Context: an optimization exercise on an open-source flow, tuned for small area, a short achievable clock period and few clock cycles. The choices shown serve that exercise and are no tape-out recipe.
Function was checked by simulation only, so behaviour that the tests miss may differ from the original.
Power figures rest on the tool's default switching activity, not on a simulated workload.

Setup of v15:
==> flow/design.v (excerpt) <==
module pkt_engine (
    input  wire        clk,
    input  wire        rst,           
    input  wire        bus_valid,
    input  wire        bus_write,
    input  wire [15:0] bus_addr,
    input  wire [1:0]  bus_size,      
    input  wire [31:0] bus_wdata,
    output wire        bus_ready,
    output reg  [31:0] bus_rdata,
    input  wire [31:0] now,
    output wire        sink_valid,
    output wire [7:0]  sink_data,
    output wire        sink_last
);
==> flow/config.mk <==
export PLATFORM = sky130hd
export DESIGN_NAME = pkt_engine
export DESIGN_NICKNAME = pkt_engine
export VERILOG_FILES = /design/flow/design.v
export SDC_FILE = /design/flow/constraint.sdc
export NUM_CORES = 4
export LEC_CHECK = 0
export CAP_MARGIN = 20
export CORE_MARGIN = 2
export CORE_UTILIZATION = 45
export PLACE_DENSITY = 0.6
export SLEW_MARGIN = 20
==> flow/constraint.sdc <==
create_clock -name core_clock -period 12.0 [get_ports {clk}]
set_input_delay 2.4000 -clock core_clock [delete_from_list [all_inputs] [get_ports {clk}]]
set_output_delay 2.4000 -clock core_clock [all_outputs]
set_load 0.01 [all_outputs]
standard.sh (not shown) runs the stock make flow with config.mk's settings and CLKGATE_MAP_FILE= SYNTH_SCRIPT=/design/flow/synth_recipe.tcl, a recipe that flattens the netlist after the stock synthesis.
==> flow/flow/run.sh <==
#!/bin/bash
# The standard layout (the standard.sh: ORFS synthesis to the final layout),
# with repair_timing asked for a larger setup margin, so that it keeps sizing
# and buffering paths that already meet the clock period, and clock tree
# synthesis without dummy loads and with larger sink clusters.
set -euo pipefail
bash standard.sh SETUP_SLACK_MARGIN=6.8 \
  "CTS_ARGS=-sink_clustering_enable -repair_clock_nets -dont_use_dummy_load -sink_clustering_size 24 -sink_clustering_max_diameter 60" \
  finish > standard_flow.log 2>&1
Seen in the log of v15: GRT-0229 during global routing (5_1_grt), after which the run never completed.
Testbench counts of v15, summed over its fixed seeds: cycles 39,491.
Inputs modified between v15 and v33:
--- a/flow/flow/run.sh
+++ b/flow/flow/run.sh
@@ -7,2 +7,2 @@
-bash standard.sh SETUP_SLACK_MARGIN=6.8 \
-  "CTS_ARGS=-sink_clustering_enable -repair_clock_nets -dont_use_dummy_load -sink_clustering_size 24 -sink_clustering_max_diameter 60" \
+bash standard.sh SETUP_SLACK_MARGIN=6.9 \
+  "CTS_ARGS=-sink_clustering_enable -repair_clock_nets -dont_use_dummy_load -sink_clustering_size 28 -sink_clustering_max_diameter 70" \
--- outcome ---
v33: PASS, flow complete, no timing, DRC or antenna violations
Delta (v33 minus v15): number of placed cells counting well taps neither gained nor lost much, number of buffers created by CTS lost 20%, post-CTS setup repair buffer count picked up an extra 60, clock sink total neither gained nor lost much.
Between v33 and v15, it is v33 whose total number of H-tree levels is lower, by 1.
Sort v33 and v15 by placer's final routability congestion estimate, ascending, and v33 comes first.
Cell area after placement delta (v15 -> v33): insignificant
Between v15 and v33, setup slack after placement decreased.
The following lists how v17 was set up differently from v33:
--- a/flow/flow/run.sh
+++ b/flow/flow/run.sh
@@ -5 +5 @@
-# synthesis without dummy loads and with larger sink clusters.
+# synthesis without dummy loads.
@@ -8 +8 @@
-  "CTS_ARGS=-sink_clustering_enable -repair_clock_nets -dont_use_dummy_load -sink_clustering_size 28 -sink_clustering_max_diameter 70" \
+  "CTS_ARGS=-sink_clustering_enable -repair_clock_nets -dont_use_dummy_load" \
[summary]
- The combinational fraction of design power of v17 falls short of that of v33 by 0.5 points.
- Re power density normalized to cell area: v17 is about 9% up on v33.
- v17 ran to completion and came out clean on the timing, DRC and antenna checks.
- v33 → v17: post-route cell area grew by 2400 um^2; fraction of the mapped netlist area in compound gates held steady; utilization grew by 1.3 points.
- When v17 is set beside v33, its total power turns out to be 11% larger.
[inputs] v55 vs v17
--- a/flow/flow/run.sh
+++ b/flow/flow/run.sh
@@ -5 +5 @@
-# synthesis without dummy loads.
+# synthesis without dummy loads and with larger sink clusters.
@@ -8 +8 @@
-  "CTS_ARGS=-sink_clustering_enable -repair_clock_nets -dont_use_dummy_load" \
+  "CTS_ARGS=-sink_clustering_enable -repair_clock_nets -dont_use_dummy_load -sink_clustering_size 24 -sink_clustering_max_diameter 60" \
### Flow results
- Taking v17 as the reference, in v55 fill cell total of the finished layout saw an increase, post-layout minimum cycle time saw a decrease.
- v55 ends up with lower largest fanout of any net on the critical path than v17 does.
- Going from v17 to v55, number of global-route vias before repair shrinks by 0.48%.
- The type of the worst setup path comes out input pin to output port in one run and input pin to flop in the other, namely in v55 and v17 respectively.
- Detailed route wirelength on metal2 is lower on v55
- Net count of the finished layout | v55 below v17
- Any difference in routing usage on met2 between v17 and v55 is small enough to ignore.

[afterwards: timing with drivers on the ports]
In the flow no input, the clock included, has a driving cell. The finished layouts below were timed again as built, in two steps. Step 1 assumes that a clkbuf_16 drives the clock port and a buf_2 every other input. Step 2 also shifts input and output timing later by t, the mid clock arrival at the registers, as if the neighbouring blocks saw the same clock. Three values: ideal ports, drivers, drivers and shift; two values: the first two.
| run | t, ns | slack for setup (ns) | latest minus earliest clock arrival (ns) | worst data-port slew with drivers (ns) | cell pins on the clock port's net |
|---|---|---|---|---|---|
| v33 | 0.876 | 6.763 / 6.776 / 5.927 | 0.141 / 0.142 | 0.18 | 1 |
| v17 | 0.911 | 6.744 / 6.692 / 5.781 | 0.113 / 0.114 | 0.19 | 1 |
| v55 | 0.884 | 6.814 / 6.773 / 5.889 | 0.112 / 0.112 | 0.18 | 1 |
After both steps every run listed still meets setup and hold. For v17, which loses most, drivers alone change the setup slack by -0.052 ns; drivers and shift together by -0.963 ns.
